What follows belongs to an exercise in optimizing a design on an open flow for small area; a production flow would make more cautious choices.
The RTL was checked by simulation tests, not by an equivalence proof against the original design.
No driver is modelled on the clock port, so clocking that relies on it looks cheaper here than on a real chip.
Power and IR drop assume default switching activity.

## pe_core
module pe_core (
    input  wire         clk,
    input  wire         rst,
    input  wire         start,
    input  wire [7:0]   len,
    output wire         busy,
    output wire         done,
    output wire [127:0] out_chars,
    output wire         in_req,
    output wire [7:0]   in_idx,
    input  wire [7:0]   in_data,
    input  wire         in_ack
);
    reg         busy_q, done_q;
    reg [3:0]   stage;
    reg [7:0]   j;
    reg [2:0]   bc;
    reg [7:0]   len_q;
    reg [15:0]  h;
    reg [127:0] r;
    reg         keep_q, cy_q;
    wire st_map  = stage[3] & stage[1];           
    wire st_hash = stage[0];
    wire st_mix  = ~stage[0] & ~st_map;
    wire rd      = busy_q & st_mix & (j < len_q);
    wire en      = busy_q & ~(rd & ~in_ack);
    wire r0      = r[0];
    wire clr     = (stage == 4'd0) & (j[7:4] == 4'd0);
    wire mix_bit = (r0 & ~clr) ^ (rd & in_data[bc]);
    wire crc     = st_hash & ~j[4];
    wire win     = st_hash & j[4] & (j[3:1] == ~j[7:5]);
    wire fb      = (h[0] ^ r0) & crc;
    wire h_in    = clr ? (~j[0] & ~bc[1] & ~bc[0]) : (h[0] ^ (crc & r0));
    wire keep_c  = r[6] & (r[4:0] != 5'd0) & (r[4:0] <= 5'd26);
    wire keep    = (bc == 3'd0) ? keep_c : keep_q;
    wire cin     = (bc == 3'd0) ? 1'b1 : cy_q;
    wire rep_bit = bc[2] ? ((bc[1:0] == 2'd0) ? cin : (bc[1:0] != 2'd3)) : (r[4] ^ cin);
    wire map_bit = keep ? (r0 & (bc != 3'd7)) : rep_bit;
    wire nb      = st_map ? map_bit : win ? h[8] : st_mix ? mix_bit : r0;
    always @(posedge clk) begin
        keep_q <= keep;
        cy_q   <= r[4] & cin;
    end
  ...
For scale: roughly 440 cells after synthesis, roughly 170 flip-flops, roughly 160 I/O pins, roughly 7000 um2 of cells after synthesis.
export LEC_CHECK = 0
export CAP_MARGIN = 20
export CORE_MARGIN = 2
export CORE_UTILIZATION = 40
export SLEW_MARGIN = 20
create_clock -name core_clock -period 10.0 [get_ports {clk}]
standard.sh (not shown) runs the stock make flow with config.mk's settings and CLKGATE_MAP_FILE= SYNTH_SCRIPT=/design/flow/synth_recipe.tcl, a recipe that flattens the netlist after the stock synthesis.
==> flow/flow/run.sh <==
#!/bin/bash
# Standard synthesis and layout; port buffers use the smallest buffer cell;
# clock tree without dummy loads and with larger sink clusters.
set -euo pipefail
export BUFFER_PORTS_ARGS="-buffer_cell sky130_fd_sc_hd__buf_1"
export CTS_ARGS="-sink_clustering_enable -repair_clock_nets -dont_use_dummy_load -buf_list sky130_fd_sc_hd__clkbuf_8 -sink_clustering_size 40 -sink_clustering_max_diameter 300 -sink_buffer_max_cap_derate 2.0"
bash standard.sh "BUFFER_PORTS_ARGS=$BUFFER_PORTS_ARGS" "CTS_ARGS=$CTS_ARGS" finish > standard_flow.log 2>&1
The first run died in clock tree synthesis (4_1_cts) on CTS-0109.
==> next run, changes <==
--- a/flow/flow/run.sh
+++ b/flow/flow/run.sh
@@ -6 +6 @@
-export CTS_ARGS="-sink_clustering_enable -repair_clock_nets -dont_use_dummy_load -buf_list sky130_fd_sc_hd__clkbuf_8 -sink_clustering_size 40 -sink_clustering_max_diameter 300 -sink_buffer_max_cap_derate 2.0"
+export CTS_ARGS="-sink_clustering_enable -repair_clock_nets -dont_use_dummy_load -sink_clustering_size 30 -sink_clustering_max_diameter 100"
=> The new run completed without violations; synthesized cell count stays the same; area after synthesis is unchanged.

## v6
pe_core, a different RTL version from the one above (not shown whole).
For scale: roughly 440 cells after synthesis, ~170 flip-flops, ~160 I/O pins, roughly 0.0069 mm² of cells after synthesis.
## pe_core
module pe_core (
    input  wire         clk,
    input  wire         rst,
    input  wire         start,
    input  wire [7:0]   len,
    output wire         busy,
    output wire         done,
    output wire [127:0] out_chars,
    output wire         in_req,
    output wire [7:0]   in_idx,
    input  wire [7:0]   in_data,
    input  wire         in_ack
);
clock: 10.0 ns
lec_check: 0
cap_margin: 20
core_margin: 2
core_utilization: 40
slew_margin: 20
==> flow/flow/run.sh <==
#!/bin/bash
# Standard synthesis and layout (the standard.sh) with three changes:
# port buffers use the smallest buffer cell; the clock tree uses clkbuf_8
# without dummy loads; and after CTS, flow/post_cts.tcl shrinks leaf clock
# buffers as far as the clock-pin slew allows. The make output goes to
# standard_flow.log; each ORFS step keeps its own log under orfs/logs.
set -euo pipefail
export BUFFER_PORTS_ARGS="-buffer_cell sky130_fd_sc_hd__buf_1"
export CTS_ARGS="-sink_clustering_enable -repair_clock_nets -dont_use_dummy_load -buf_list sky130_fd_sc_hd__clkbuf_8"
export POST_CTS_TCL="$PWD/flow/post_cts.tcl"
bash standard.sh "BUFFER_PORTS_ARGS=$BUFFER_PORTS_ARGS" "CTS_ARGS=$CTS_ARGS" "POST_CTS_TCL=$POST_CTS_TCL" finish > standard_flow.log 2>&1
==> flow/flow/post_cts.tcl <==
# Runs at the end of ORFS's CTS step (POST_CTS_TCL): shrink each leaf clock buffer
# to the smallest clkbuf whose flip-flop clock pins still see a slew under the limit
# (estimated from placement); the leaves first, then the root buffer.
proc clk_worst_slew {} {
  set ws 0
  foreach p [get_pins -hierarchical */CLK] {
    set s [get_property $p slew_max]
    if {$s > $ws} {set ws $s}
  }
  return $ws
}
set limit 0.120
set sizes {sky130_fd_sc_hd__clkbuf_1 sky130_fd_sc_hd__clkbuf_2 sky130_fd_sc_hd__clkbuf_4}
estimate_parasitics -placement
puts "post_cts: worst clock-pin slew before [clk_worst_slew]"
set bufs {}
set roots {}
foreach inst [[ord::get_db_block] getInsts] {
  set name [$inst getName]
  if {![string match "clkbuf_*_clk" $name]} continue
  if {[string match "clkbuf_0_*" $name]} { lappend roots $name } else { lappend bufs $name }
}
foreach name [concat $bufs $roots] {
  set orig [get_property [get_cells $name] ref_name]
  foreach sz $sizes {
    replace_cell [get_cells $name] [get_lib_cells */$sz]
    estimate_parasitics -placement
    if {[clk_worst_slew] <= $limit} { puts "post_cts: $name $orig -> $sz"; break }
    replace_cell [get_cells $name] [get_lib_cells */$orig]
    estimate_parasitics -placement
  }
}
estimate_parasitics -placement
puts "post_cts: worst clock-pin slew after [clk_worst_slew]"
report_worst_slack -min
report_worst_slack -max
What v7 does differently from v6 at the input level:
- PLACE_DENSITY: unset -> 0.75
Notes after the runs:
- Compared with v6, in v7 overflow left after global routing held steady, internal cell power now larger.
- In the flow results for v6 and v7, the portion of total power attributed to sequential cells is larger on v6.
- Max freq v6 -> v7: improved
- Cmp v7 vs v6: wire length higher in v7
- The combinational power was comparable across v6 and v7.
- Max first-iteration DRC count across v6 and v7: v7
- In the reports for v6 and v7, the smaller portion of the clock cycle consumed by the worst path in the final layout belongs to v7.
- Final instance area delta for v7 relative to v6: 0.52% higher
- Minimum setup slack among reg-to-reg paths: higher on v7
- v7: clock share of power higher than v6

## what the ideal ports hide
The results above use ideal ports. As a check the final layouts listed here were re-extracted and re-timed, cells and wires unchanged.
Step 1, drivers: a clkbuf_16 drives clk and a buf_2 each remaining input, both assumed.
Step 2 moves the port delays by t, midway between the first and last clock arrival at a register: inputs arrive t later, outputs are due t later. That takes back most of the time a late clock gives input paths.
Slacks: no drivers / after step 1 / after step 2; pairs: no drivers / after step 1.
| run | shift t [ns] | setup WS [ns] | worst setup path after step 2 | worst slew at a driven data input, ns |
|---|---|---|---|---|
| the second run of note 1 | 0.450 | 5.797 / 5.755 / 5.681 | input to register | 0.03 |
| v6 | 0.540 | 5.655 / 5.624 / 5.616 | input to register | 0.04 |
| v7 | 0.441 | 5.772 / 5.740 / 6.045 | input to register | 0.04 |
After both steps every run listed still meets setup and hold. For the second run of note 1, which loses most, drivers alone change the setup slack by -0.042 ns; drivers and shift together by -0.116 ns.
